Context: an optimization exercise on an open-source flow, tuned for small area, a short achievable clock period and few clock cycles. The choices shown serve that exercise and are no tape-out recipe.
At most, simulation tests tie the RTL to the original design; equivalence was not proved.
For runs 3 and 4, only the layout was checked, not whether the RTL still works.

$ cat design/flow/design.v
module crc8_framer (
    input  wire         clk,
    input  wire         rst,
    input  wire         rx_valid,
    input  wire [7:0]   rx_data,
    output wire         rx_ready,
    output wire         tx_valid,
    output wire [7:0]   tx_data,
    input  wire         tx_ready,
    input  wire         cmd_valid,
    output wire         cmd_ready,
    input  wire [7:0]   cmd_code,
    input  wire [7:0]   cmd_arg,
    input  wire [151:0] cmd_pkt,
    output reg          res_valid,
    output reg          res_ok,
    output reg  [31:0]  res_word,
    output reg  [151:0] res_pkt,
    output wire         pkt_avail,
    output wire         q_full
);
    function [7:0] crc8_byte;
        input [7:0] c;
        input [7:0] b;
        integer     i;
        reg   [7:0] t;
        begin
            t = c ^ b;
            for (i = 0; i < 8; i = i + 1)
                t = {t[6:0], 1'b0} ^ (t[7] ? 8'h07 : 8'h00);
            crc8_byte = t;
        end
    endfunction
    function [7:0] crc18;
        input [143:0] p;
        integer       i;
        reg   [7:0]   c;
        begin
            c = 8'h00;
            for (i = 0; i < 18; i = i + 1)
                c = crc8_byte(c, p[i*8 +: 8]);
            crc18 = c;
        end
    endfunction
    function [151:0] ctrl_pkt;
        input [7:0] t;
        reg [143:0] p;
        begin
            p        = {{16{8'hFF}}, t, 8'h10};
            ctrl_pkt = {crc18(p), p};
        end
    endfunction
    localparam [1:0] T_ACK = 2'd0, T_RETX = 2'd1, T_DATA = 2'd2;
    reg         rx_ready_q, cmd_ready_q;
    reg         pkt_avail_q, q_full_q;
    reg  [4:0]  pos;                  
    reg         cmd_turn;             
    reg         rb_v;
    reg  [7:0]  rb_d;
    reg  [18:0] rb_lane;
    reg  [7:0]  rx_crc;               
    reg  [7:0]  rx_type;
    reg  [151:0] stg;                 
    reg  [47:0] stg_a, stg_b;         
    reg         fpar;                 
    reg         c_v;
    reg  [7:0]  c_code, c_arg;
    reg  [151:0] c_pkt;
    reg  [151:0] qr [0:6];
    reg  [6:0]  qph;                  
    reg  [6:0]  q_rd, q_wr;           
    reg  [2:0]  q_cnt;
    reg         ins_pend, ins_par;
    reg  [6:0]  ins_slot;
    reg         rd_pend, rd_full;
    reg  [6:0]  rd_slot;
    reg  [31:0] cr [0:27];
    reg  [4:0]  cph;                  
    reg  [2:0]  pend [0:27];
    reg  [27:0] zf;                   
    reg         st_pend;
    reg  [4:0]  st_k;
    reg  [2:0]  st_snap;
    reg  [1:0]  fq [0:3];
    reg  [1:0]  f_rd, f_wr;
    reg  [2:0]  f_cnt;
    reg         tx_valid_q;
    reg  [7:0]  tx_data_q;
    reg  [18:0] t_oh;                 
    reg  [151:0] dreg;                
    reg  [1:0]  last_tag;
    reg         last_v;
    reg  [7:0]  crc_acc;
    integer k;
    assign rx_ready  = rx_ready_q;
    assign cmd_ready = cmd_ready_q;
    assign pkt_avail = pkt_avail_q;
    assign q_full    = q_full_q;
    assign tx_valid  = tx_valid_q;
    assign tx_data   = tx_data_q;
    wire rx_fire  = rx_valid & rx_ready_q;
    wire cmd_fire = cmd_valid & cmd_ready_q;
    wire x_setup  = c_v & (c_code == 8'h00);
    wire [4:0] pos_e  = x_setup ? 5'd0 : pos;
    wire       pos_18 = (pos_e == 5'd18);
    wire       rx_last = rx_fire & pos_18;           
    wire [4:0] pos_n  = rx_fire ? (pos_18 ? 5'd0 : pos_e + 5'd1) : pos_e;
    reg  [18:0] pos_oh;
    always @(*) begin
        pos_oh = 19'd0;
        pos_oh[pos_e] = 1'b1;
    end
    wire disp    = rb_v & rb_lane[18];
    wire crc_ok  = (rx_crc == rb_d);
    wire t_ack   = (rx_type == 8'd1);
    wire t_retx  = (rx_type == 8'd2);
    wire t_le12  = (rx_type <= 8'd12);
    wire t_data  = !t_ack && !t_retx;
    wire is_full = (q_cnt == 3'd7);
    wire d_store = disp & crc_ok & t_data & !is_full;
    wire d_qfull = disp & crc_ok & t_data &  is_full;
    wire d_push  = disp & (!crc_ok | (t_retx & last_v) | t_data);
    wire [1:0] d_tag = !crc_ok ? T_RETX : t_retx ? last_tag : is_full ? T_RETX : T_ACK;
    wire x_send  = c_v & (c_code == 8'h40);
    wire x_read  = c_v & (c_code == 8'h30) & (q_cnt != 3'd0);
    wire x_stat  = c_v & (c_code == 8'h60);
    reg        s_ok;
    reg  [4:0] s_k;
    always @(*) begin
        s_ok = 1'b1;
        s_k  = 5'd0;
        if (c_arg == 8'd0)                          s_k = 5'd0;
        else if (c_arg == 8'd1)                     s_k = 5'd1;
        else if (c_arg >= 8'd16 && c_arg <= 8'd28)  s_k = c_arg[4:0] - 5'd14;
        else if (c_arg >= 8'd32 && c_arg <= 8'd44)  s_k = c_arg[4:0] + 5'd15;
        else                                        s_ok = 1'b0;
    end
    wire       push     = d_push | x_send;
    wire [1:0] push_tag = x_send ? T_DATA : d_tag;
    wire [7:0] push_type = x_send ? c_pkt[15:8] :
                           (push_tag == T_ACK)  ? 8'd1 :
                           (push_tag == T_RETX) ? 8'd2 : dreg[15:8];
    wire [1:0] htag    = fq[f_rd];
    wire [1:0] f_rd1   = f_rd + 2'd1;
    wire [1:0] ntag    = fq[f_rd1];
    wire       tx_fire = tx_valid_q & tx_ready;
    wire       tx_end  = tx_fire & t_oh[18];
    wire       tx_start = !tx_valid_q & (f_cnt != 3'd0);
    wire       pop     = tx_end;
    wire [2:0] f_cnt_n = f_cnt + {2'd0, push} - {2'd0, pop};
    reg  [3:0] f_has_data;
    always @(*) begin
        for (k = 0; k < 4; k = k + 1)
            f_has_data[k] = (fq[k] == T_DATA) &&
                            (((k[1:0] - f_rd) & 2'd3) < f_cnt[1:0] || f_cnt[2]);
    end
    wire data_busy_n = ((|f_has_data) & !(tx_end & (htag == T_DATA) &
                        (f_has_data == (4'd1 << f_rd)))) | (push & push_tag == T_DATA);
    reg  [7:0] nb_data;
    always @(*) begin
        nb_data = 8'h00;
        for (k = 0; k < 18; k = k + 1)
            nb_data = nb_data | ({8{t_oh[k]}} & dreg[(k+1)*8 +: 8]);
    end
    wire [7:0] nb_const = t_oh[0]  ? ((htag == T_ACK) ? 8'h01 : 8'h02) :
                          t_oh[17] ? ((htag == T_ACK) ? 8'h5A : 8'h48) : 8'hFF;
    wire [7:0] nb    = (htag == T_DATA) ? nb_data : nb_const;
    wire [7:0] b0_h  = (htag == T_DATA) ? dreg[7:0] : 8'h10;
    wire [7:0] b0_n  = (ntag == T_DATA) ? dreg[7:0] : 8'h10;
    reg [27:0] ev;
    always @(*) begin
        ev = 28'd0;
        if (disp & !crc_ok) ev[0] = 1'b1;
        if (d_qfull)        ev[1] = 1'b1;
        if (disp & crc_ok & t_le12) ev[5'd15 + rx_type[3:0]] = 1'b1;
        if (push & (push_type <= 8'd12)) ev[5'd2 + push_type[3:0]] = 1'b1;
    end
    wire [2:0]  pend_port = pend[cph];
    wire        zf_port   = zf[cph];
    wire [31:0] port_base = zf_port ? 32'd0 : cr[27];
    wire [31:0] port_new  = port_base + {29'd0, pend_port};
    wire [31:0] stat_val  = port_base + {29'd0, st_pend ? st_snap : pend_port};
    wire st_act = st_pend | (x_stat & s_ok);
    wire [4:0] st_tk = st_pend ? st_k : s_k;
    wire st_hit = st_act & (cph == st_tk);
    wire [151:0] stg_view = {stg[151:48], ins_par ? stg_b : stg_a};
    wire         ins_hit  = ins_pend & |(qph & ins_slot);
    wire [151:0] q_in     = ins_hit ? stg_view : qr[6];
    wire       rd_act = rd_pend | x_read;
    wire [6:0] rd_tgt = rd_pend ? rd_slot : q_rd;
    wire       rd_hit = rd_act & |(qph & rd_tgt);
    wire [2:0] q_cnt_n = q_cnt + {2'd0, d_store} - {2'd0, x_read};
    wire rd_pend_n = rd_act & !rd_hit;
    wire rd_full_n = rd_pend ? rd_full : is_full;
    wire st_pend_n = st_act & !st_hit;
    wire turn_n    = (pos_n == 5'd18) & pos_18 & rx_ready_q & !rx_valid & cmd_valid;
    wire cmd_ready_n = !cmd_fire & !rd_pend_n & !st_pend_n & !rx_last &
                       !((pos_n == 5'd18) & !turn_n) &
                       (f_cnt_n <= 3'd3) & !data_busy_n;
    wire rx_ready_n  = (pos_n != 5'd18) |
                       (!turn_n & (f_cnt_n <= 3'd2) &
                        !(rd_pend_n & rd_full_n) &
                        !(cmd_fire & (q_cnt_n == 3'd7)));
    always @(posedge clk) begin
        qr[0] <= q_in;
        for (k = 1; k < 7; k = k + 1)
            qr[k] <= qr[k-1];
        cr[0] <= port_new;
        for (k = 1; k < 28; k = k + 1)
            cr[k] <= cr[k-1];
        rb_d  <= rx_data;
        rb_lane <= pos_oh;
        c_pkt <= cmd_pkt;
        if (cmd_ready_q) begin
            c_code <= cmd_code;
            c_arg  <= cmd_arg;
        end
        if (rb_v) begin
            for (k = 6; k < 19; k = k + 1)
                if (rb_lane[k]) stg[k*8 +: 8] <= rb_d;
            for (k = 0; k < 6; k = k + 1)
                if (rb_lane[k]) begin
                    if (fpar) stg_b[k*8 +: 8] <= rb_d;
                    else      stg_a[k*8 +: 8] <= rb_d;
                end
            rx_crc <= crc8_byte(rb_lane[0] ? 8'h00 : rx_crc, rb_d);
            if (rb_lane[1]) rx_type <= rb_d;
        end
        res_pkt <= (c_v & (c_code == 8'h50)) ? ctrl_pkt(c_arg) : q_in;
        res_ok  <= 1'b1;
        res_word <= 32'd0;
        res_valid <= 1'b0;
        if (rst) begin
            rx_ready_q  <= 1'b0;
            cmd_ready_q <= 1'b0;
            pkt_avail_q <= 1'b0;
            q_full_q    <= 1'b0;
            pos      <= 5'd0;
            cmd_turn <= 1'b0;
            rb_v     <= 1'b0;
            fpar     <= 1'b0;
            c_v      <= 1'b0;
            qph      <= 7'd1;
            q_rd     <= 7'd1;
            q_wr     <= 7'd1;
            q_cnt    <= 3'd0;
            ins_pend <= 1'b0;
            rd_pend  <= 1'b0;
            cph      <= 5'd0;
            for (k = 0; k < 28; k = k + 1)
                pend[k] <= 3'd0;
            zf       <= {28{1'b1}};
            st_pend  <= 1'b0;
            f_rd     <= 2'd0;
            f_wr     <= 2'd0;
            f_cnt    <= 3'd0;
            tx_valid_q <= 1'b0;
            last_v   <= 1'b0;
            crc_acc  <= 8'h00;
        end else begin
            rx_ready_q  <= rx_ready_n;
            cmd_ready_q <= cmd_ready_n;
            pkt_avail_q <= (q_cnt_n != 3'd0);
            q_full_q    <= (q_cnt_n == 3'd7);
            pos      <= pos_n;
            cmd_turn <= turn_n;
            rb_v     <= rx_fire;
            c_v      <= cmd_fire;
            qph      <= {qph[5:0], qph[6]};
            cph      <= (cph == 5'd27) ? 5'd0 : cph + 5'd1;
            q_cnt <= q_cnt_n;
            if (ins_hit) ins_pend <= 1'b0;
            if (disp) fpar <= !fpar;
            if (d_store) begin
                ins_pend <= 1'b1;
                ins_slot <= q_wr;
                ins_par  <= fpar;
                q_wr     <= {q_wr[5:0], q_wr[6]};
            end
            if (x_read) begin
                rd_slot <= q_rd;
                rd_full <= is_full;
                q_rd    <= {q_rd[5:0], q_rd[6]};
            end
            rd_pend <= rd_pend_n;
            for (k = 0; k < 28; k = k + 1) begin
                pend[k] <= ((cph == k[4:0]) ? 3'd0 : pend[k]) + {2'd0, ev[k]};
                if (cph == k[4:0]) zf[k] <= 1'b0;
            end
            st_pend <= st_pend_n;
            if (!st_pend) begin
                st_k    <= s_k;
                st_snap <= pend[s_k];
            end
            if (push) begin
                fq[f_wr] <= push_tag;
                f_wr     <= f_wr + 2'd1;
                last_tag <= push_tag;
                last_v   <= 1'b1;
            end
            if (x_send)
                dreg <= c_pkt;
            if (pop)
                f_rd <= f_rd + 2'd1;
            f_cnt <= f_cnt_n;
            if (tx_start) begin
                tx_valid_q <= 1'b1;
                tx_data_q  <= b0_h;
                t_oh       <= 19'd1;
            end else if (tx_fire) begin
                if (!t_oh[18]) begin
                    tx_data_q <= nb;
                    t_oh      <= {t_oh[17:0], 1'b0};
                end else if (f_cnt >= 3'd2) begin
                    tx_data_q <= b0_n;
                    t_oh      <= 19'd1;
                end else begin
                    tx_valid_q <= 1'b0;
                end
            end
            if (c_v) begin
                case (c_code)
                8'h00: begin                                    
                    res_valid <= 1'b1;
                    q_rd     <= 7'd1;
                    q_wr     <= 7'd1;
                    q_cnt    <= 3'd0;
                    pkt_avail_q <= 1'b0;
                    q_full_q <= 1'b0;
                    ins_pend <= 1'b0;
                    last_v   <= 1'b0;
                    for (k = 0; k < 28; k = k + 1)
                        pend[k] <= 3'd0;
                    zf       <= {28{1'b1}};
                    crc_acc  <= 8'h00;
                end
                8'h10, 8'h40, 8'h50: res_valid <= 1'b1;        
                8'h20: begin                                    
                    res_valid <= 1'b1;
                    res_word  <= {31'd0, q_cnt != 3'd0};
                end
                8'h30: begin                                    
                    if (q_cnt == 3'd0) begin
                        res_valid <= 1'b1;
                        res_ok    <= 1'b0;
                    end
                end
                8'h60: begin                                    
                    if (!s_ok)
                        res_valid <= 1'b1;
                end
                8'h70: begin                                    
                    res_valid <= 1'b1;
                    res_word  <= {24'd0, crc18(c_pkt[143:0])};
                end
                8'h71: begin                                    
                    res_valid <= 1'b1;
                    res_word  <= {31'd0, crc18(c_pkt[143:0]) == c_pkt[151:144]};
                end
                8'h80: begin                                    
                    res_valid <= 1'b1;
                    crc_acc   <= 8'h00;
                end
                8'h81: begin                                    
                    res_valid <= 1'b1;
                    crc_acc   <= {crc_acc[6:0], 1'b0} ^ ((crc_acc[7] ^ c_arg[0]) ? 8'h07 : 8'h00);
                end
                8'h82: begin                                    
                    res_valid <= 1'b1;
                    crc_acc   <= crc8_byte(crc_acc, c_arg);
                end
                8'h83: begin                                    
                    res_valid <= 1'b1;
                    res_word  <= {24'd0, crc_acc};
                end
                default: begin                                  
                    res_valid <= 1'b1;
                    res_ok    <= 1'b0;
                end
                endcase
            end
            if (rd_hit)
                res_valid <= 1'b1;
            if (st_hit) begin
                res_valid <= 1'b1;
                res_word  <= stat_val;
            end
        end
    end
endmodule
$ cat design/flow/run.sh
#!/bin/bash
# synth_recipe.tcl (not shown) runs the flow's synth.tcl, then flattens the netlist and writes it again
# the make line also repeats each setting of config.mk as NAME=value (left out here)
make -C /OpenROAD-flow-scripts/flow DESIGN_CONFIG=/design/flow/config.mk WORK_HOME=/design/flow/orfs CLKGATE_MAP_FILE= SYNTH_SCRIPT=/design/flow/synth_recipe.tcl finish
$ cat design/flow/config.mk
export PLATFORM = sky130hd
export DESIGN_NAME = crc8_framer
export DESIGN_NICKNAME = crc8_framer
export VERILOG_FILES = /design/flow/design.v
export SDC_FILE = /design/flow/constraint.sdc
export NUM_CORES = 4
export LEC_CHECK = 0
export CAP_MARGIN = 20
export CORE_MARGIN = 2
export CORE_UTILIZATION = 40
export SLEW_MARGIN = 20
$ cat design/flow/constraint.sdc
create_clock -name core_clock -period 8.0 [get_ports {clk}]
set_input_delay 1.6000 -clock core_clock [delete_from_list [all_inputs] [get_ports {clk}]]
set_output_delay 1.6000 -clock core_clock [all_outputs]
set_load 0.01 [all_outputs]
==> flow_metrics.py, run 1 <==
metrics = {
    "synth": {
        "yosysUniqueCellTypes": 77,
        "synth_area_leaders": "dfxtp_1, edfxtp_1, xnor2_1",
        "syn_inst": 5590,
        "syn_avg_cell_area_um2": 15.0,
        "ys_ff_latch": 2945,
        "yosysWarnings": 4,
        "synth_edf_count": 445,
        "ys_async_sr_fraction_pct": 0,
        "synth_top_area_share_pct": 59.6,
        "synth_area_mm2": 0.0839,
        "seq_area_frac_synth_pct": 75.6,
        "yosys_most_used_dff": "dfxtp_1",
        "syn_nets": 5878,
        "synth_area_leader_cell": "dfxtp_1",
    },
    "place": {
        "gp_congestion": 0.891,
        "place_area_mm2": 0.0918,
        "place_inst": 8766,
        "hpwlAfterDp_um": 132000,
        "pre_cts_ws_ns": -0.199,
        "portBuffers": 379,
    },
    "worst_hold_path": {
        "holdPathStages": 0,
        "min_path_type": "reg2reg",
    },
    "worst_setup_path": {
        "startpoint_type": "flop",
        "r2r_cells": 22,
        "required_ns": 8.80,
        "cp_data_arrival_time_ns": 8.56,
        "cp_max_fo": 5,
        "cp-end-kind": "flop",
        "worstSetupPathType": "reg2reg",
    },
    "timing": {
        "max-slew-margin-rel_pct": 28.5,
        "hold_viol": 0,
        "period_share_pct": 97.1,
        "fin_worst_skew_ns": 0.0514,
        "max_freq_mhz": 129,
        "worstMarginPinSlew_ns": 1.07,
        "slew_viol_final": 0,
        "worst_slack_ns": 0.232,
        "layout_min_cycle_time_ns": 7.77,
        "rsz0062_at_grt": "yes",
        "setup_viol": 0,
    },
    "final_layout": {
        "final_nets": 6556,
        "stdcell_count": 9297,
        "fill_cells": 17900,
        "fin_area_mm2": 0.102,
        "area_delta_synth_final_pct": 21.7,
        "fin_util_pct": 48.8,
        "drive_gt1_share_pct": 13.3,
    },
    "cts": {
        "tritoncts": "done",
        "htree_levels": 5,
        "cts_made_buffers": 301,
        "cts.sinks": 2945,
        "clkTransAtPathRegs_ns": 0.06,
        "clockBufferDepth": 4,
        "worstSkewPairLatency_ns": 0.93,
        "hold_buffers": 0,
        "clock-root-buffer": "clkbuf_16",
    },
    "global_routing": {
        "met2_usage_pct": 27.8,
        "first_global_vias": 42800,
        "overflow": 0,
        "grt_util_met1_pct": 24.9,
        "track_usage_pct": 17.8,
        "grt_pass1_wl_um": 281000,
        "busiest_layer": "met2",
        "grt_max_degree": 129,
        "antenna_found_initial": 9,
        "grtUsageMet3_pct": 3.38,
    },
    "routing": {
        "vias": 42300,
        "wire_per_inst_um": 20.5,
        "drt-total-wl_um": 190000,
        "drt_pass1_iterations": 6,
        "routed_via_density": 4.55,
        "final_antenna_net_count": 0,
        "drc": 0,
        "first_iter_violations": 2926,
    },
    "job": {
        "maxCapViolations": 0,
    },
    "floorplan": {
        "rows": 168,
        "initial_core_util_pct": 40.1,
        "die_x_um": 462,
        "die_h_um": 462,
        "core_mm2": 0.209,
        "ioPinCount": 380,
        "die_area_mm2": 0.213,
    },
    "run_status": {
        "status": "timing/DRC/antenna clean",
    },
}
sequential cells by signal, summed over array words and instances (netlist names), 32 cells and up, named ones only:
register	count
qr	1064
cr	896
c_pkt	152
dreg	152
res_pkt	152
stg	104
pend	84
stg_a	48
stg_b	48
res_word	32
worst max-delay path, stage by stage (launching register included):
cell,delay (ns)
dfxtp_2,0.38
xnor3_1,0.44
xnor3_2,0.45
xnor2_2,0.24
xnor3_2,0.51
xnor3_2,0.52
xnor2_2,0.19
xnor3_2,0.49
xnor3_1,0.40
xor3_1,0.49
buf_4,0.14
xnor3_1,0.31
xnor2_4,0.30
xnor3_2,0.52
xnor3_1,0.36
xnor3_2,0.28
xnor3_1,0.28
xnor3_2,0.43
buf_4,0.17
xnor2_1,0.13
a222oi_1,0.32
a2bb2oi_1,0.23
o21ai_1,0.08
cell usage in the layout, fill, tap and decap left out, types with 22 or more instances in the layout:
master / synthesis / routed
clkdlybuf4s50_1: 0 / 378
nor2b_1: 72 / 72
xnor2_1: 315 / 298
xor2_1: 129 / 122
dfxtp_1: 2500 / 2489
buf_4: 0 / 140
a21oi_1: 121 / 121
mux2_2: 122 / 122
mux2i_1: 72 / 72
inv_1: 50 / 50
nand3_1: 57 / 57
nor2_1: 294 / 293
nand2b_1: 144 / 144
xnor2_2: 16 / 27
nand2_1: 222 / 221
edfxtp_1: 445 / 445
xnor3_1: 118 / 95
a221oi_1: 28 / 28
nand4_1: 35 / 35
clkinv_2: 0 / 40
nor3_1: 42 / 41
a22oi_1: 90 / 90
xnor3_2: 13 / 36
or3_1: 25 / 25
and2_1: 128 / 128
a22o_1: 28 / 28
ha_1: 103 / 103
and3_1: 22 / 22
clkbuf_1: 137 / 59
clkbuf_16: 0 / 313
o21ai_0: 77 / 77
bufinv_16: 0 / 26
clkbuf_8: 0 / 47
through the flow:
stage	hold WS, ns	setup TNS (ns)
floorplan	0.310	0
global placement	0.310	-0.239
detailed placement	0.312	-0.477
CTS	0.287	0
global route	0.290	-0.00721
finish	0.291	0
synth_stat cells, types with 42 or more instances:
cell type / n
a21oi_1: 121
a22oi_1: 90
and2_1: 128
clkbuf_1: 137
dfxtp_1: 2500
edfxtp_1: 445
ha_1: 103
inv_1: 50
mux2_2: 122
mux2i_1: 72
nand2_1: 222
nand2b_1: 144
nand3_1: 57
nor2_1: 294
nor2b_1: 72
nor3_1: 42
o21ai_0: 77
xnor2_1: 315
xnor3_1: 118
xor2_1: 129
cell families (layout without fill, tap and decap cells):
logic type / after synthesis / in the layout / synth area share [%]
AND/OR/NAND/NOR: 1071 / 1071 / 6.33
flip-flops: 2945 / 2945 / 75.6
buffers and inverters: 198 / 1099 / 0.887
other: 0 / 1 / 0
AO/OA/AOI/OAI: 443 / 443 / 3.50
multiplexers: 205 / 205 / 2.79
XOR/XNOR: 621 / 621 / 9.30
adder cells (fa/ha/maj): 107 / 107 / 1.63
layout make-up:
class | instances | area, um^2 | area share (%)
antenna | 1 | 2.50 | 0.00245
timing repair buffer | 520 | 4860 | 4.76
tap | 2805 | 3510 | 3.44
clock inverter | 107 | 1310 | 1.28
sequential | 2945 | 63400 | 62.1
clock buffer | 419 | 8700 | 8.52
inverter | 53 | 199 | 0.195
multi-input combinational | 2447 | 20100 | 19.7
worst paths after layout:
check	startpoint	end	slack (ns)
setup reg to reg	c_pkt[6]	res_word[0]	0.23
hold / removal	cr[12][5]	cr[13][5]	0.29
setup / recovery	c_pkt[6]	res_word[0]	0.23
hold reg to reg	cr[12][5]	cr[13][5]	0.29
metal layers:
layer  part of all wire (%)  vias up
li1                       -    20200
met1                     47    20600
met2                     45     1187
met3                    5.4      354
met4                    2.9        0
met5                      0        -
what timing repair did:
item                                   in CTS  in global routing
setup endpoints to repair                   7                  7
pin swaps                                   3                 15
resized for setup                          13                 49
buffers inserted                            0                  4
endpoints found under the hold margin       0                  0
Testbench counts, summed over its fixed seeds: cycles 10,068.
==> run 2: changes to the inputs <==
--- a/design/flow/design.v
+++ b/design/flow/design.v
@@ -66,5 +66,7 @@
     reg         c_v;
     reg  [7:0]  c_code, c_arg;
-    reg  [151:0] c_pkt;
+    reg         cb_busy;
+    reg  [4:0]  cb_n;                 
+    reg  [7:0]  cb_crc;
     reg  [151:0] qr [0:6];
     reg  [6:0]  qph;                  
@@ -82,7 +84,8 @@
     reg  [4:0]  st_k;
     reg  [2:0]  st_snap;
-    reg  [1:0]  fq [0:3];
-    reg  [1:0]  f_rd, f_wr;
-    reg  [2:0]  f_cnt;
+    reg  [1:0]  fq [0:7];
+    reg  [2:0]  f_rd, f_wr;
+    reg  [3:0]  f_cnt;
+    reg  [3:0]  f_ndata;              
     reg         tx_valid_q;
     reg  [7:0]  tx_data_q;
@@ -125,4 +128,8 @@
     wire x_read  = c_v & (c_code == 8'h30) & (q_cnt != 3'd0);
     wire x_stat  = c_v & (c_code == 8'h60);
+    wire x_crc   = c_v & ((c_code == 8'h70) | (c_code == 8'h71));
+    wire cb_step = x_crc | (cb_busy & (cb_n != 5'd18));
+    wire cb_done = cb_busy & (cb_n == 5'd18);
+    wire [7:0] cb_next = crc8_byte(cb_busy ? cb_crc : 8'h00, res_pkt[7:0]);
     reg        s_ok;
     reg  [4:0] s_k;
@@ -138,23 +145,23 @@
     wire       push     = d_push | x_send;
     wire [1:0] push_tag = x_send ? T_DATA : d_tag;
-    wire [7:0] push_type = x_send ? c_pkt[15:8] :
+    wire [7:0] push_type = x_send ? res_pkt[15:8] :
                            (push_tag == T_ACK)  ? 8'd1 :
                            (push_tag == T_RETX) ? 8'd2 : dreg[15:8];
     wire [1:0] htag    = fq[f_rd];
-    wire [1:0] f_rd1   = f_rd + 2'd1;
+    wire [2:0] f_rd1   = f_rd + 3'd1;
     wire [1:0] ntag    = fq[f_rd1];
     wire       tx_fire = tx_valid_q & tx_ready;
     wire       tx_end  = tx_fire & t_oh[18];
-    wire       tx_start = !tx_valid_q & (f_cnt != 3'd0);
     wire       pop     = tx_end;
-    wire [2:0] f_cnt_n = f_cnt + {2'd0, push} - {2'd0, pop};
-    reg  [3:0] f_has_data;
-    always @(*) begin
-        for (k = 0; k < 4; k = k + 1)
-            f_has_data[k] = (fq[k] == T_DATA) &&
-                            (((k[1:0] - f_rd) & 2'd3) < f_cnt[1:0] || f_cnt[2]);
-    end
-    wire data_busy_n = ((|f_has_data) & !(tx_end & (htag == T_DATA) &
-                        (f_has_data == (4'd1 << f_rd)))) | (push & push_tag == T_DATA);
+    wire [3:0] f_cnt_n = f_cnt + {3'd0, push} - {3'd0, pop};
+    wire [3:0] f_ndata_n = f_ndata + {3'd0, push & (push_tag == T_DATA)}
+                                   - {3'd0, pop & (htag == T_DATA)};
+    wire data_busy_n = (f_ndata_n != 4'd0);
+    wire       st_idle = !tx_valid_q;
+    wire       st_q    = st_idle ? (f_cnt != 4'd0) : (tx_end & (f_cnt >= 4'd2));
+    wire       tx_go   = st_q | ((st_idle | tx_end) & push);
+    wire [7:0] b0_push = x_send ? res_pkt[7:0] : (push_tag == T_DATA) ? dreg[7:0] : 8'h10;
+    wire [1:0] go_tag  = st_idle ? htag : ntag;
+    wire [7:0] b0_go   = !st_q ? b0_push : (go_tag == T_DATA) ? dreg[7:0] : 8'h10;
     reg  [7:0] nb_data;
     always @(*) begin
@@ -166,6 +173,4 @@
                           t_oh[17] ? ((htag == T_ACK) ? 8'h5A : 8'h48) : 8'hFF;
     wire [7:0] nb    = (htag == T_DATA) ? nb_data : nb_const;
-    wire [7:0] b0_h  = (htag == T_DATA) ? dreg[7:0] : 8'h10;
-    wire [7:0] b0_n  = (ntag == T_DATA) ? dreg[7:0] : 8'h10;
     reg [27:0] ev;
     always @(*) begin
@@ -195,9 +200,10 @@
     wire st_pend_n = st_act & !st_hit;
     wire turn_n    = (pos_n == 5'd18) & pos_18 & rx_ready_q & !rx_valid & cmd_valid;
-    wire cmd_ready_n = !cmd_fire & !rd_pend_n & !st_pend_n & !rx_last &
+    wire cb_busy_n   = x_crc | (cb_busy & !cb_done);
+    wire cmd_ready_n = !cmd_fire & !rd_pend_n & !st_pend_n & !cb_busy_n & !rx_last &
                        !((pos_n == 5'd18) & !turn_n) &
-                       (f_cnt_n <= 3'd3) & !data_busy_n;
+                       (f_cnt_n <= 4'd7) & !data_busy_n;
     wire rx_ready_n  = (pos_n != 5'd18) |
-                       (!turn_n & (f_cnt_n <= 3'd2) &
+                       (!turn_n & (f_cnt_n <= 4'd6) &
                         !(rd_pend_n & rd_full_n) &
                         !(cmd_fire & (q_cnt_n == 3'd7)));
@@ -211,5 +217,4 @@
         rb_d  <= rx_data;
         rb_lane <= pos_oh;
-        c_pkt <= cmd_pkt;
         if (cmd_ready_q) begin
             c_code <= cmd_code;
@@ -227,11 +232,22 @@
             if (rb_lane[1]) rx_type <= rb_d;
         end
-        res_pkt <= (c_v & (c_code == 8'h50)) ? ctrl_pkt(c_arg) : q_in;
+        if (cmd_ready_q)
+            res_pkt <= cmd_pkt;
+        else if (cb_step)
+            res_pkt <= {res_pkt[7:0], res_pkt[151:8]};
+        else if (c_v & (c_code == 8'h50))
+            res_pkt <= ctrl_pkt(c_arg);
+        else
+            res_pkt <= q_in;
+        if (cb_step) begin
+            cb_crc <= cb_next;
+            cb_n   <= cb_busy ? cb_n + 5'd1 : 5'd1;
+        end
         res_ok  <= 1'b1;
         res_word <= 32'd0;
         res_valid <= 1'b0;
         if (rst) begin
-            rx_ready_q  <= 1'b0;
-            cmd_ready_q <= 1'b0;
+            rx_ready_q  <= 1'b1;
+            cmd_ready_q <= 1'b1;
             pkt_avail_q <= 1'b0;
             q_full_q    <= 1'b0;
@@ -247,4 +263,5 @@
             ins_pend <= 1'b0;
             rd_pend  <= 1'b0;
+            cb_busy  <= 1'b0;
             cph      <= 5'd0;
             for (k = 0; k < 28; k = k + 1)
@@ -252,7 +269,8 @@
             zf       <= {28{1'b1}};
             st_pend  <= 1'b0;
-            f_rd     <= 2'd0;
-            f_wr     <= 2'd0;
-            f_cnt    <= 3'd0;
+            f_rd     <= 3'd0;
+            f_wr     <= 3'd0;
+            f_cnt    <= 4'd0;
+            f_ndata  <= 4'd0;
             tx_valid_q <= 1'b0;
             last_v   <= 1'b0;
@@ -295,16 +313,17 @@
             if (push) begin
                 fq[f_wr] <= push_tag;
-                f_wr     <= f_wr + 2'd1;
+                f_wr     <= f_wr + 3'd1;
                 last_tag <= push_tag;
                 last_v   <= 1'b1;
             end
             if (x_send)
-                dreg <= c_pkt;
+                dreg <= res_pkt;
             if (pop)
-                f_rd <= f_rd + 2'd1;
+                f_rd <= f_rd + 3'd1;
             f_cnt <= f_cnt_n;
-            if (tx_start) begin
+            f_ndata <= f_ndata_n;
+            if (tx_go) begin
                 tx_valid_q <= 1'b1;
-                tx_data_q  <= b0_h;
+                tx_data_q  <= b0_go;
                 t_oh       <= 19'd1;
             end else if (tx_fire) begin
@@ -312,7 +331,4 @@
                     tx_data_q <= nb;
                     t_oh      <= {t_oh[17:0], 1'b0};
-                end else if (f_cnt >= 3'd2) begin
-                    tx_data_q <= b0_n;
-                    t_oh      <= 19'd1;
                 end else begin
                     tx_valid_q <= 1'b0;
@@ -350,12 +366,5 @@
                         res_valid <= 1'b1;
                 end
-                8'h70: begin                                    
-                    res_valid <= 1'b1;
-                    res_word  <= {24'd0, crc18(c_pkt[143:0])};
-                end
-                8'h71: begin                                    
-                    res_valid <= 1'b1;
-                    res_word  <= {31'd0, crc18(c_pkt[143:0]) == c_pkt[151:144]};
-                end
+                8'h70, 8'h71: ;                                 
                 8'h80: begin                                    
                     res_valid <= 1'b1;
@@ -382,4 +391,12 @@
             if (rd_hit)
                 res_valid <= 1'b1;
+            if (x_crc)
+                cb_busy <= 1'b1;
+            if (cb_done) begin
+                cb_busy   <= 1'b0;
+                res_valid <= 1'b1;
+                res_word  <= (c_code == 8'h70) ? {24'd0, cb_crc} :
+                                                 {31'd0, cb_crc == res_pkt[7:0]};
+            end
             if (st_hit) begin
                 res_valid <= 1'b1;
==> flow_metrics.py, run 2 <==
metrics = {
    "routing": {
        "final_antenna_net_count": 0,
        "first_iter_violations": 3525,
        "routed_via_density": 4.89,
        "wire_per_inst_um": 23.7,
        "vias": 43700,
        "drc": 0,
        "drt-total-wl_um": 212000,
        "drt_pass1_iterations": 6,
    },
    "timing": {
        "rsz0062_at_grt": "no",
        "setup_viol": 0,
        "fin_tns_setup_ns": 0,
        "layout_min_cycle_time_ns": 5.23,
        "max_freq_mhz": 191,
        "period_share_pct": 65.4,
        "worstMarginPinSlew_ns": 1.34,
        "timing.hold.ws_ns": 0.264,
        "slew_viol_final": 0,
        "hold_viol": 0,
        "max-slew-margin-rel_pct": 10.6,
        "fin_worst_skew_ns": 0.0816,
    },
    "synth": {
        "yosysWarnings": 4,
        "synth_edf_count": 466,
        "synth_area_leaders": "dfxtp_1, edfxtp_1, nand2_1",
        "yosysMostFrequentCell": "dfxtp_1",
        "synth_compound_area_share_pct": 6.41,
        "synth_area_mm2": 0.0784,
        "synth_fa_ha_area_share_pct": 1.74,
        "syn_inst": 5591,
        "ys_ff_latch": 2823,
        "synth_area_leader_cell": "dfxtp_1",
        "yosysUniqueCellTypes": 86,
        "yosys_most_used_dff": "dfxtp_1",
        "ys_async_sr_fraction_pct": 0,
        "synth_xor_area_share_pct": 2.47,
        "synth_mux_area_share_pct": 3.03,
        "synth-simple-area-share_pct": 6.95,
        "syn_nets": 5878,
        "post_synth_most_frequent_cells": "dfxtp_1, edfxtp_1, nand2_1, nor2_1, o21ai_0",
        "synth_top_area_share_pct": 60.2,
        "seq_area_frac_synth_pct": 78.0,
        "synth_top_family_by_area": "simple AND/OR/NAND/NOR gates",
        "syn_avg_cell_area_um2": 14.0,
    },
    "worst_hold_path": {
        "min_path_type": "reg2reg",
    },
    "floorplan": {
        "die_x_um": 447,
        "rows": 162,
        "die_area_mm2": 0.200,
        "ioPinCount": 380,
        "die_h_um": 447,
        "core_mm2": 0.195,
        "initial_core_util_pct": 40.3,
    },
    "worst_setup_path": {
        "critical_path.cell_chain": "inv_1 > ha_1 > nand2b_1 > nor2_1 > a22oi_1 > nand4_1 > nor2_1 > nand2_1 > o22a_1 > mux2_2 > ha_1 > nor2b_1 > o21a_1 > nor2b_1 > nand2_1 > nor3_1 > xor2_1 > nor3_1",
        "worstSetupPathType": "reg2reg",
        "required_ns": 8.74,
        "cp-end-kind": "flop",
        "startpoint_type": "flop",
        "cp_data_arrival_time_ns": 5.97,
        "max_stage_delay_ns": 0.76,
        "slowest_stage": "dfxtp_1",
        "cp_max_fo": 13,
    },
    "final_layout": {
        "fin_area_mm2": 0.0945,
        "drive_gt1_share_pct": 10.6,
        "stdcell_count": 8931,
        "final_common_cell": "dfxtp_1",
        "largest_reg_flops": 1064,
        "final_nets": 6378,
        "top_register": "qr",
        "area_delta_synth_final_pct": 20.6,
        "reg_top3": "qr (1064), cr (896)",
        "mostFrequentLayoutCells": "dfxtp_1, edfxtp_1, clkdlybuf4s50_1, nand2_1, nor2_1",
    },
    "place": {
        "place_inst": 8420,
        "portBuffers": 379,
        "place_area_mm2": 0.0851,
        "gp_congestion": 0.918,
        "hpwlAfterDp_um": 149000,
    },
    "global_routing": {
        "antenna_found_initial": 13,
        "track_usage_pct": 20.9,
        "grt_pass1_wl_um": 301000,
        "overflow": 0,
        "first_global_vias": 43000,
        "grt_max_degree": 153,
    },
    "cts": {
        "cts.sinks": 2823,
        "hold_buffers": 0,
        "clkTransAtPathRegs_ns": 0.06,
        "worstSkewPairLatency_ns": 0.93,
        "htree_levels": 5,
        "clockBufferDepth": 4,
        "post_cts_resized": 0,
        "post-cts-setup-buffers": 0,
        "cts_made_buffers": 293,
        "tritoncts": "done",
        "clock-root-buffer": "clkbuf_16",
    },
    "job": {
        "maxCapViolations": 0,
    },
    "run_status": {
        "status": "timing/DRC/antenna clean",
    },
}
[run 2: cell types whose count changed in the layout (fill, tap and decap cells not counted), moves of 118 or more]
cell | before | now
o22ai_1 | 17 | 135
nand2_1 | 221 | 371
dfxtp_1 | 2489 | 2348
nand2b_1 | 144 | 16
xnor2_1 | 298 | 111
o21ai_0 | 77 | 234
[run 2: kinds of logic after synthesis]
group,Yosys count
simple gates,1166
xor+xnor,221
mux,206
fa+ha+maj,106
flops,2823
compound gates,786
buf+inv,283
[run 2: worst max-delay path: cells and delay by family, from the launching register on]
kind,cells,cell delay (ns)
xor+xnor,1,0.17
fa+ha+maj,2,0.66
flops,1,0.76
buf+inv,1,0.17
compound gates,3,0.81
mux,1,0.29
simple gates,10,2.19
[run 2: worst paths after layout]
path               from           end  slack, ns  cells after the start
max              cph[0]  res_word[30]       2.77                     18
min          qr[4][101]    qr[5][101]       0.26                      0
max reg2reg      cph[0]  res_word[30]       2.77                     18
min reg2reg  qr[4][101]    qr[5][101]       0.26                      0
[run 2: final cells by class]
type                       count  area (um^2)
inverter                      69          259
antenna                        8         20.0
timing repair buffer         419         4110
tap                         2624         3280
sequential                  2823        61200
clock buffer                 412         8610
clock inverter                91          833
multi-input combinational   2485        16200
fill                       16800       100000
[run 2: per-stage QoR]
step | utilization (%) | setup slack [ns]
3_3_place_gp | 43.7 | 2.78
5_1_grt | 48.5 | 2.27
4_1_cts | 48.5 | 2.76
2_1_floorplan | - | 1.37
3_5_place_dp | 43.7 | 2.79
6_report | 48.5 | 2.77
[run 2: per-layer routing]
layer,global-route usage [%],vias up,part of all wire [%]
li1,-,20300,-
met1,27.4,21600,43
met2,34.2,1404,47
met3,3.50,383,5.2
met4,8.88,2,4.2
met5,0,-,0.0047
Testbench counts of run 2, summed over its fixed seeds: cycles 9,983.
==> run 3: changes to the inputs <==
--- a/design/flow/design.v
+++ b/design/flow/design.v
@@ -208,4 +208,10 @@
                         !(rd_pend_n & rd_full_n) &
                         !(cmd_fire & (q_cnt_n == 3'd7)));
+    wire c_known = (c_code == 8'h00) | (c_code == 8'h10) | (c_code == 8'h20) |
+                   (c_code == 8'h30) | (c_code == 8'h40) | (c_code == 8'h50) |
+                   (c_code == 8'h60) | (c_code == 8'h70) | (c_code == 8'h71) |
+                   (c_code == 8'h80) | (c_code == 8'h81) | (c_code == 8'h82) |
+                   (c_code == 8'h83);
+    wire c_imm   = c_v & !x_read & !x_crc & !(x_stat & s_ok);   
     always @(posedge clk) begin
         qr[0] <= q_in;
@@ -244,6 +250,41 @@
             cb_n   <= cb_busy ? cb_n + 5'd1 : 5'd1;
         end
-        res_ok  <= 1'b1;
-        res_word <= 32'd0;
+        res_ok <= !(c_v & (!c_known | ((c_code == 8'h30) & (q_cnt == 3'd0))));
+        if (st_pend | x_stat)
+            res_word <= stat_val & {32{s_ok | st_pend}};
+        else if (cb_busy)
+            res_word <= (c_code == 8'h70) ? {24'd0, cb_crc} :
+                                            {31'd0, cb_crc == res_pkt[7:0]};
+        else if (c_code == 8'h83)
+            res_word <= {24'd0, crc_acc};
+        else
+            res_word <= {31'd0, q_cnt != 3'd0};
+        if (d_store) begin
+            ins_slot <= q_wr;
+            ins_par  <= fpar;
+        end
+        if (x_read) begin
+            rd_slot <= q_rd;
+            rd_full <= is_full;
+        end
+        if (!st_pend) begin
+            st_k    <= s_k;
+            st_snap <= pend[s_k];
+        end
+        if (push) begin
+            fq[f_wr] <= push_tag;
+            last_tag <= push_tag;
+        end
+        if (x_send)
+            dreg <= res_pkt;
+        if (tx_go) begin
+            tx_data_q <= b0_go;
+            t_oh      <= 19'd1;
+        end else if (tx_fire) begin
+            tx_data_q <= nb;
+            t_oh      <= {t_oh[17:0], 1'b0};
+        end
+    end
+    always @(posedge clk) begin
         res_valid <= 1'b0;
         if (rst) begin
@@ -292,13 +333,8 @@
             if (d_store) begin
                 ins_pend <= 1'b1;
-                ins_slot <= q_wr;
-                ins_par  <= fpar;
                 q_wr     <= {q_wr[5:0], q_wr[6]};
             end
-            if (x_read) begin
-                rd_slot <= q_rd;
-                rd_full <= is_full;
+            if (x_read)
                 q_rd    <= {q_rd[5:0], q_rd[6]};
-            end
             rd_pend <= rd_pend_n;
             for (k = 0; k < 28; k = k + 1) begin
@@ -307,86 +343,37 @@
             end
             st_pend <= st_pend_n;
-            if (!st_pend) begin
-                st_k    <= s_k;
-                st_snap <= pend[s_k];
-            end
             if (push) begin
-                fq[f_wr] <= push_tag;
                 f_wr     <= f_wr + 3'd1;
-                last_tag <= push_tag;
                 last_v   <= 1'b1;
             end
-            if (x_send)
-                dreg <= res_pkt;
             if (pop)
                 f_rd <= f_rd + 3'd1;
             f_cnt <= f_cnt_n;
             f_ndata <= f_ndata_n;
-            if (tx_go) begin
+            if (tx_go)
                 tx_valid_q <= 1'b1;
-                tx_data_q  <= b0_go;
-                t_oh       <= 19'd1;
-            end else if (tx_fire) begin
-                if (!t_oh[18]) begin
-                    tx_data_q <= nb;
-                    t_oh      <= {t_oh[17:0], 1'b0};
-                end else begin
-                    tx_valid_q <= 1'b0;
-                end
-            end
-            if (c_v) begin
-                case (c_code)
-                8'h00: begin                                    
-                    res_valid <= 1'b1;
-                    q_rd     <= 7'd1;
-                    q_wr     <= 7'd1;
-                    q_cnt    <= 3'd0;
-                    pkt_avail_q <= 1'b0;
-                    q_full_q <= 1'b0;
-                    ins_pend <= 1'b0;
-                    last_v   <= 1'b0;
-                    for (k = 0; k < 28; k = k + 1)
-                        pend[k] <= 3'd0;
-                    zf       <= {28{1'b1}};
-                    crc_acc  <= 8'h00;
-                end
-                8'h10, 8'h40, 8'h50: res_valid <= 1'b1;        
-                8'h20: begin                                    
-                    res_valid <= 1'b1;
-                    res_word  <= {31'd0, q_cnt != 3'd0};
-                end
-                8'h30: begin                                    
-                    if (q_cnt == 3'd0) begin
-                        res_valid <= 1'b1;
-                        res_ok    <= 1'b0;
-                    end
-                end
-                8'h60: begin                                    
-                    if (!s_ok)
-                        res_valid <= 1'b1;
-                end
-                8'h70, 8'h71: ;                                 
-                8'h80: begin                                    
-                    res_valid <= 1'b1;
-                    crc_acc   <= 8'h00;
-                end
-                8'h81: begin                                    
-                    res_valid <= 1'b1;
-                    crc_acc   <= {crc_acc[6:0], 1'b0} ^ ((crc_acc[7] ^ c_arg[0]) ? 8'h07 : 8'h00);
-                end
-                8'h82: begin                                    
-                    res_valid <= 1'b1;
-                    crc_acc   <= crc8_byte(crc_acc, c_arg);
-                end
-                8'h83: begin                                    
-                    res_valid <= 1'b1;
-                    res_word  <= {24'd0, crc_acc};
-                end
-                default: begin                                  
-                    res_valid <= 1'b1;
-                    res_ok    <= 1'b0;
-                end
-                endcase
-            end
+            else if (tx_end)
+                tx_valid_q <= 1'b0;
+            if (c_imm)
+                res_valid <= 1'b1;
+            if (x_setup) begin
+                q_rd     <= 7'd1;
+                q_wr     <= 7'd1;
+                q_cnt    <= 3'd0;
+                pkt_avail_q <= 1'b0;
+                q_full_q <= 1'b0;
+                ins_pend <= 1'b0;
+                last_v   <= 1'b0;
+                for (k = 0; k < 28; k = k + 1)
+                    pend[k] <= 3'd0;
+                zf       <= {28{1'b1}};
+                crc_acc  <= 8'h00;
+            end
+            if (c_v & (c_code == 8'h80))
+                crc_acc <= 8'h00;
+            if (c_v & (c_code == 8'h81))
+                crc_acc <= {crc_acc[6:0], 1'b0} ^ ((crc_acc[7] ^ c_arg[0]) ? 8'h07 : 8'h00);
+            if (c_v & (c_code == 8'h82))
+                crc_acc <= crc8_byte(crc_acc, c_arg);
             if (rd_hit)
                 res_valid <= 1'b1;
@@ -396,11 +383,7 @@
                 cb_busy   <= 1'b0;
                 res_valid <= 1'b1;
-                res_word  <= (c_code == 8'h70) ? {24'd0, cb_crc} :
-                                                 {31'd0, cb_crc == res_pkt[7:0]};
             end
-            if (st_hit) begin
+            if (st_hit)
                 res_valid <= 1'b1;
-                res_word  <= stat_val;
-            end
         end
     end
--- a/design/flow/config.mk
+++ b/design/flow/config.mk
@@ -6,6 +6,8 @@
 export NUM_CORES = 4
 export LEC_CHECK = 0
+export ABC_CLOCK_PERIOD_IN_PS = 2500
 export CAP_MARGIN = 20
 export CORE_MARGIN = 2
-export CORE_UTILIZATION = 40
+export CORE_UTILIZATION = 50
+export SETUP_SLACK_MARGIN = 4.5
 export SLEW_MARGIN = 20
==> flow_metrics.py, run 3 <==
metrics = {
    "final_layout": {
        "final_nets": 6523,
        "stdcell_count": 8516,
        "mostFrequentLayoutCells": "dfxtp_1, edfxtp_1, nand2_1, clkdlybuf4s50_1, clkbuf_16",
        "drive_gt1_share_pct": 17.6,
        "area_delta_synth_final_pct": 23.1,
        "top_register": "qr",
        "largest_reg_flops": 1064,
        "final_common_cell": "dfxtp_1",
        "reg_top3": "qr (1064), cr (896)",
    },
    "cts": {
        "clkTransAtPathRegs_ns": 0.07,
        "clockBufferDepth": 4,
        "worstSkewPairLatency_ns": 0.89,
        "cts_made_buffers": 283,
        "clock-root-buffer": "clkbuf_16",
        "tritoncts": "done",
        "hold_buffers": 0,
        "cts.sinks": 2823,
        "htree_levels": 5,
    },
    "worst_setup_path": {
        "cp_data_arrival_time_ns": 4.54,
        "worstSetupPathType": "reg2reg",
        "startpoint_type": "flop",
        "cp-end-kind": "flop",
        "cp_max_fo": 7,
        "required_ns": 8.78,
    },
    "synth": {
        "synth_area_leaders": "dfxtp_1, edfxtp_1, nand2_1",
        "ys_ff_latch": 2823,
        "syn_nets": 5891,
        "synth_edf_count": 442,
        "syn_inst": 5604,
        "syn_avg_cell_area_um2": 14.0,
        "yosysMostFrequentCell": "dfxtp_1",
        "yosys_most_used_dff": "dfxtp_1",
        "yosysUniqueCellTypes": 83,
        "yosysWarnings": 4,
        "post_synth_most_frequent_cells": "dfxtp_1, nand2_1, edfxtp_1, nor2_1, o21ai_0",
        "seq_area_frac_synth_pct": 77.9,
        "synth_top_area_share_pct": 60.9,
        "synth_area_leader_cell": "dfxtp_1",
        "synth_area_mm2": 0.0783,
        "ys_async_sr_fraction_pct": 0,
    },
    "routing": {
        "drt_pass1_iterations": 6,
        "vias": 44700,
        "wire_per_inst_um": 25.1,
        "final_antenna_net_count": 0,
        "drt-total-wl_um": 214000,
        "drc": 0,
        "routed_via_density": 5.25,
        "first_iter_violations": 4397,
    },
    "run_status": {
        "status": "timing/DRC/antenna clean",
    },
    "global_routing": {
        "grt_pass1_wl_um": 302000,
        "grt_max_degree": 148,
        "first_global_vias": 42600,
        "overflow": 0,
        "track_usage_pct": 26.3,
        "antenna_found_initial": 26,
    },
    "timing": {
        "rsz0062_at_grt": "yes",
        "max_freq_mhz": 266,
        "max-slew-margin-rel_pct": 29.8,
        "layout_min_cycle_time_ns": 3.75,
        "worstMarginPinSlew_ns": 1.04,
        "fin_worst_skew_ns": 0.0681,
        "slew_viol_final": 0,
        "fin_tns_setup_ns": 0,
        "setup_viol": 0,
        "hold_viol": 0,
        "period_share_pct": 46.9,
    },
    "floorplan": {
        "initial_core_util_pct": 50.2,
        "core_mm2": 0.156,
        "die_area_mm2": 0.160,
        "die_x_um": 400,
        "ioPinCount": 380,
        "rows": 145,
        "die_h_um": 400,
    },
    "place": {
        "portBuffers": 379,
        "hpwlAfterDp_um": 143000,
        "place_inst": 7866,
        "gp_congestion": 0.942,
    },
    "worst_hold_path": {
        "min_path_type": "reg2reg",
    },
    "job": {
        "maxCapViolations": 0,
    },
}
[run 3: cell types whose count changed after synthesis, sizes merged, moves of 22 or more]
| cell | before | now |
|---|---|---|
| a21oi | 130 | 155 |
| and2 | 54 | 136 |
| and3 | 82 | 26 |
| dfxtp | 2357 | 2381 |
| edfxtp | 466 | 442 |
| nand2 | 373 | 449 |
| nor2 | 326 | 288 |
| nor2b | 69 | 39 |
| o21ai | 237 | 215 |
[run 3: metal layers]
layer	vias to the layer above	share of wire, %	GRT usage [%]
li1	20600	-	-
met1	22000	44	37.5
met2	1753	45	40.5
met3	413	7.3	4.77
met4	6	3.7	9.39
met5	-	0.018	0
[run 3: layout make-up]
class                      count  area, um^2
fill                       12000       59500
tap                         2058        2570
timing repair inverter         2        17.5
antenna                       11        27.5
timing repair buffer         559        5380
multi-input combinational   2505       17600
inverter                      62         290
sequential                  2823       61300
clock inverter               101         977
clock buffer                 395        8220
[run 3: cells by family after synthesis]
| group | synth area share (%) |
|---|---|
| flops | 77.9 |
| fa+ha+maj | 1.74 |
| buf+inv | 1.38 |
| compound gates | 6.22 |
| xor+xnor | 2.55 |
| simple gates | 7.08 |
| mux | 3.17 |
[run 3: repair_timing]
action / in CTS / in global routing
setup endpoints to repair: 379 / 121
buffers inserted: 87 / 49
gates resized for setup: 424 / 138
gates cloned: 5 / 2
pin swaps: 48 / 54
[run 3: final timing paths]
| kind | start | to | slack [ns] | depth (start not counted) |
|---|---|---|---|---|
| hold reg to reg | qr[1][114] | qr[2][114] | 0.28 | 0 |
| hold / removal | qr[1][114] | qr[2][114] | 0.28 | 0 |
| setup / recovery | cph[1] | res_word[29] | 4.25 | 19 |
| setup reg to reg | cph[1] | res_word[29] | 4.25 | 19 |
[run 3: critical path, cell delays in order, from the launching register on]
cell and delay (ns):
dfxtp_4 0.40, inv_4 0.06, ha_4 0.18, nand2b_4 0.15, nor2_4 0.07, a22o_1 0.20, a221oi_2 0.26, nand4_1 0.15
o31a_1 0.37, mux2_4 0.30, ha_4 0.25, a21o_1 0.14, a21oi_2 0.07, buf_6 0.13, nor3b_2 0.15, nand4_1 0.22
buf_4 0.23, nor2_4 0.07, xor2_1 0.16, nor2_1 0.05
[run 3: stage by stage]
step	worst slack, ns	cell area, um^2	utilization (%)	hold WS (ns)
3_5_place_dp	3.21	84400	54.1	0.312
6_report	4.25	96400	61.8	0.285
2_1_floorplan	4.28	78500	-	0.310
4_1_cts	4.32	95400	61.2	0.277
3_3_place_gp	3.23	84400	54.1	0.310
5_1_grt	4.16	96300	61.8	0.281
==> run 4: changes to the inputs <==
--- a/design/flow/design.v
+++ b/design/flow/design.v
@@ -79,4 +79,8 @@
     reg  [31:0] cr [0:27];
     reg  [4:0]  cph;                  
+    reg  [27:0] cph_oh;               
+    reg  [2:0]  ppq;                  
+    reg         zfq;                  
+    reg         st_add;               
     reg  [2:0]  pend [0:27];
     reg  [27:0] zf;                   
@@ -181,9 +185,20 @@
         if (push & (push_type <= 8'd12)) ev[5'd2 + push_type[3:0]] = 1'b1;
     end
-    wire [2:0]  pend_port = pend[cph];
-    wire        zf_port   = zf[cph];
-    wire [31:0] port_base = zf_port ? 32'd0 : cr[27];
-    wire [31:0] port_new  = port_base + {29'd0, pend_port};
-    wire [31:0] stat_val  = port_base + {29'd0, st_pend ? st_snap : pend_port};
+    wire [31:0] port_base = zfq ? 32'd0 : cr[27];
+    wire [31:0] port_new  = port_base + {29'd0, ppq};
+    reg  [2:0]  pend_n [0:27];
+    reg  [27:0] zf_n;
+    reg  [2:0]  ppq_n;
+    reg         zfq_n;
+    always @(*) begin
+        ppq_n = 3'd0;
+        zfq_n = 1'b0;
+        for (k = 0; k < 28; k = k + 1) begin
+            pend_n[k] = x_setup ? 3'd0 : (cph_oh[k] ? 3'd0 : pend[k]) + {2'd0, ev[k]};
+            zf_n[k]   = x_setup | (zf[k] & !cph_oh[k]);
+            ppq_n = ppq_n | ({3{cph_oh[(k+27)%28]}} & pend_n[k]);
+            zfq_n = zfq_n | (cph_oh[(k+27)%28] & zf_n[k]);
+        end
+    end
     wire st_act = st_pend | (x_stat & s_ok);
     wire [4:0] st_tk = st_pend ? st_k : s_k;
@@ -198,5 +213,5 @@
     wire rd_pend_n = rd_act & !rd_hit;
     wire rd_full_n = rd_pend ? rd_full : is_full;
-    wire st_pend_n = st_act & !st_hit;
+    wire st_pend_n = (st_act & !st_hit) | st_hit;    
     wire turn_n    = (pos_n == 5'd18) & pos_18 & rx_ready_q & !rx_valid & cmd_valid;
     wire cb_busy_n   = x_crc | (cb_busy & !cb_done);
@@ -251,6 +266,8 @@
         end
         res_ok <= !(c_v & (!c_known | ((c_code == 8'h30) & (q_cnt == 3'd0))));
-        if (st_pend | x_stat)
-            res_word <= stat_val & {32{s_ok | st_pend}};
+        if (st_add)
+            res_word <= res_word + {29'd0, st_snap};
+        else if (st_pend | x_stat)
+            res_word <= port_base & {32{s_ok | st_pend}};
         else if (cb_busy)
             res_word <= (c_code == 8'h70) ? {24'd0, cb_crc} :
@@ -306,4 +323,8 @@
             cb_busy  <= 1'b0;
             cph      <= 5'd0;
+            cph_oh   <= 28'd1;
+            ppq      <= 3'd0;
+            zfq      <= 1'b1;
+            st_add   <= 1'b0;
             for (k = 0; k < 28; k = k + 1)
                 pend[k] <= 3'd0;
@@ -328,4 +349,7 @@
             qph      <= {qph[5:0], qph[6]};
             cph      <= (cph == 5'd27) ? 5'd0 : cph + 5'd1;
+            cph_oh   <= {cph_oh[26:0], cph_oh[27]};
+            ppq      <= ppq_n;
+            zfq      <= zfq_n;
             q_cnt <= q_cnt_n;
             if (ins_hit) ins_pend <= 1'b0;
@@ -338,9 +362,9 @@
                 q_rd    <= {q_rd[5:0], q_rd[6]};
             rd_pend <= rd_pend_n;
-            for (k = 0; k < 28; k = k + 1) begin
-                pend[k] <= ((cph == k[4:0]) ? 3'd0 : pend[k]) + {2'd0, ev[k]};
-                if (cph == k[4:0]) zf[k] <= 1'b0;
-            end
-            st_pend <= st_pend_n;
+            for (k = 0; k < 28; k = k + 1)
+                pend[k] <= pend_n[k];
+            zf      <= zf_n;
+            st_pend <= st_act & !st_hit;
+            st_add  <= st_hit;
             if (push) begin
                 f_wr     <= f_wr + 3'd1;
@@ -365,7 +389,4 @@
                 ins_pend <= 1'b0;
                 last_v   <= 1'b0;
-                for (k = 0; k < 28; k = k + 1)
-                    pend[k] <= 3'd0;
-                zf       <= {28{1'b1}};
                 crc_acc  <= 8'h00;
             end
@@ -384,5 +405,5 @@
                 res_valid <= 1'b1;
             end
-            if (st_hit)
+            if (st_add)
                 res_valid <= 1'b1;
         end
==> flow_metrics.py, run 4 <==
metrics = {
    "run_status": {
        "status": "timing/DRC/antenna clean",
    },
    "timing": {
        "slew_viol_final": 0,
        "period_share_pct": 54.2,
        "worstMarginPinSlew_ns": 1.11,
        "max-slew-margin-rel_pct": 25.7,
        "max_freq_mhz": 231,
        "fin_worst_skew_ns": 0.0787,
        "layout_min_cycle_time_ns": 4.34,
        "rsz0062_at_grt": "yes",
        "hold_viol": 0,
        "setup_viol": 0,
        "fin_tns_setup_ns": 0,
        "worst_slack_ns": 3.66,
    },
    "place": {
        "portBuffers": 379,
        "pre_cts_ws_ns": 2.67,
        "hpwlAfterDp_um": 140000,
        "gp_congestion": 0.929,
    },
    "cts": {
        "clkTransAtPathRegs_ns": 0.06,
        "worstSkewPairLatency_ns": 0.93,
        "cts_made_buffers": 289,
        "htree_levels": 5,
        "tritoncts": "done",
        "clockBufferDepth": 4,
        "clock-root-buffer": "clkbuf_16",
        "cts.sinks": 2856,
    },
    "synth": {
        "syn_avg_cell_area_um2": 14.0,
        "ys_async_sr_fraction_pct": 0,
        "syn_nets": 5958,
        "synth_area_leader_cell": "dfxtp_1",
        "synth_area_mm2": 0.0792,
        "syn_inst": 5670,
        "post_synth_most_frequent_cells": "dfxtp_1, edfxtp_1, nand2_1, nor2_1, o21ai_0",
        "synth_edf_count": 442,
        "yosysMostFrequentCell": "dfxtp_1",
        "synth_area_leaders": "dfxtp_1, edfxtp_1, nand2_1",
        "yosysUniqueCellTypes": 89,
        "yosysWarnings": 5,
        "synth_top_area_share_pct": 61.0,
        "yosys_most_used_dff": "dfxtp_1",
        "seq_area_frac_synth_pct": 77.7,
        "ys_ff_latch": 2856,
    },
    "global_routing": {
        "track_usage_pct": 25.8,
        "grt_pass1_wl_um": 302000,
        "grt_max_degree": 217,
        "first_global_vias": 43500,
        "antenna_found_initial": 19,
        "overflow": 0,
    },
    "worst_setup_path": {
        "worstSetupPathType": "reg2reg",
        "cp_data_arrival_time_ns": 5.08,
        "critical_path.cell_chain": "nor4_4 > buf_4 > nand2_2 > nor4_4 > buf_4 > mux2_4 > a21oi_4 > buf_4 > nand2_1 > nor4_1 > ha_1 > ha_1 > xnor2_1 > nand2_1 > a22o_1 > or4_1 > o31a_1",
        "startpoint_type": "flop",
        "required_ns": 8.75,
        "cp_max_fo": 4,
        "rr_startpoint": "rx_type[6]",
        "rr_endpoint": "ppq[2]",
        "slowest_stage": "or4_1",
        "r2r_cells": 17,
        "cp-end-kind": "flop",
        "cp_common_cell": "buf_4",
        "max_stage_delay_ns": 0.47,
        "worst-r2r-setup-slack_ns": 3.66,
    },
    "final_layout": {
        "mostFrequentLayoutCells": "dfxtp_1, edfxtp_1, nand2_1, clkbuf_16, nor2_1",
        "final_common_cell": "dfxtp_1",
        "final_nets": 6555,
        "largest_reg_flops": 1064,
        "reg_top3": "qr (1064), cr (896)",
        "fill_cells": 12200,
        "area_delta_synth_final_pct": 21.9,
        "drive_gt1_share_pct": 15.9,
        "top_register": "qr",
    },
    "routing": {
        "first_iter_violations": 4051,
        "vias": 44700,
        "final_antenna_net_count": 0,
        "routed_via_density": 5.24,
        "drc": 0,
        "drt_pass1_iterations": 8,
        "wire_per_inst_um": 24.7,
        "drt-total-wl_um": 211000,
    },
    "floorplan": {
        "ioPinCount": 380,
        "die_x_um": 402,
        "initial_core_util_pct": 50.2,
        "die_h_um": 402,
        "rows": 146,
        "die_area_mm2": 0.162,
        "core_mm2": 0.158,
    },
    "worst_hold_path": {
        "holdPathStages": 0,
        "min_from": "qr[2][101]",
        "min_path_type": "reg2reg",
        "hold-path-endpoint": "qr[3][101]",
    },
    "job": {
        "maxCapViolations": 0,
    },
}
-- run 4: changes by cell type after synthesis, sizes merged, moves of 21 or more --
cell / change
nor2b: +105
nand2: -67
and2: -41
dfxtp: +33
inv: +33
o21ai: +30
nand3: -22
xor2: -21
-- run 4: critical path: cells and delay by family (launching register included) --
kind,cells,cell delay [ns]
AND/OR/NAND/NOR,7,1.78
buffers and inverters,3,0.53
XOR/XNOR,1,0.15
AO/OA/AOI/OAI,3,0.65
flip-flops,1,0.41
multiplexers,1,0.30
adder cells (fa/ha/maj),2,0.41
-- run 4: cells by family (layout without fill, tap and decap cells) --
| logic type | count (synthesis) | after routing | synth area share, % |
|---|---|---|---|
| other | 0 | 1 | 0 |
| xor gates and xnor gates | 208 | 208 | 2.30 |
| DFF | 2856 | 2856 | 77.7 |
| muxes | 225 | 225 | 3.12 |
| and+or+nand+nor | 1157 | 1160 | 7.09 |
| buffers and inverters | 316 | 1116 | 1.55 |
| AOI/OAI and AO/OA | 801 | 801 | 6.47 |
| adders and majority gates | 107 | 107 | 1.74 |
-- run 4: worst max path at each step --
stage	endpoint	cells past startpoint	start
4_1_cts	ppq[2]	18	rx_crc[7]
3_3_place_gp	ppq[2]	17	rb_d[5]
5_1_grt	ppq[2]	20	rx_crc[7]
2_1_floorplan	ppq[2]	20	c_code[7]
6_report	ppq[2]	17	rx_type[6]
3_5_place_dp	ppq[2]	16	rb_d[5]
-- run 4: cell type report --
cell class	count	area, um^2	share of cell area (%)
Tap cell	2072	2590	2.68
Clock buffer	410	8440	8.73
Multi-Input combinational cell	2501	17300	17.9
Timing Repair inverter	3	26.3	0.0272
Inverter	94	374	0.387
Clock inverter	87	957	0.991
Sequential cell	2856	61900	64.1
Antenna cell	1	2.50	0.00259
Timing Repair Buffer	522	5010	5.19
-- run 4: metal layers --
layer,part of all wire (%),wire [um],up-vias,global-route usage (%)
met5,0.0062,13,-,0
met2,45,94800,1591,39.8
li1,-,-,20700,-
met3,7.1,15000,325,5.27
met1,45,95200,22100,36.8
met4,2.9,6040,2,7.63
-- run 4: what timing repair did --
action                     CTS  global route
setup endpoints to repair  496            95
gates resized for setup    398            94
hold buffers                 0             0
cloned                       7             0
pin swaps                   33            30
setup buffers               77            22
-- run 4: through the flow --
step	cell area [um^2]	cells	hold WS, ns	utilization (%)
3_3_place_gp	85300	7942	0.310	54.1
2_1_floorplan	79400	5670	0.310	-
4_1_cts	96000	8523	0.256	60.8
6_report	96600	8546	0.269	61.2
3_5_place_dp	85300	7942	0.312	54.1
5_1_grt	96600	8545	0.265	61.2

re-timing with driven ports:
The flow's constraints put no driver on any port. The routed layouts listed below were extracted and timed again, unchanged, in two steps.
Step 1, drivers: a clkbuf_16 drives clk and a buf_2 each remaining input, both assumed.
Step 2, shift: input delay + t, output delay - t, t = (earliest + latest rising clock arrival at the registers) / 2. This alone moves slack from input paths to output paths.
a / b / c = ideal ports / drivers / drivers and shift; a / b = the first two.
run	t, ns	setup WS [ns]	worst setup path after step 2	worst slew at a driven data input, ns	pins driven straight from the clock port
run 1	0.982	0.232 / 0.232 / 0.232	register to register	0.12	1
run 2	0.972	2.765 / 2.765 / 2.765	register to register	0.15	1
run 3	0.942	4.247 / 4.247 / 3.987	input to register	0.13	1
run 4	0.964	3.664 / 3.664 / 3.275	input to register	0.13	1
After both steps every run listed still meets setup and hold. The setup slack of run 4, which loses most, moves by 0.000 ns with the drivers and by -0.389 ns with both steps.
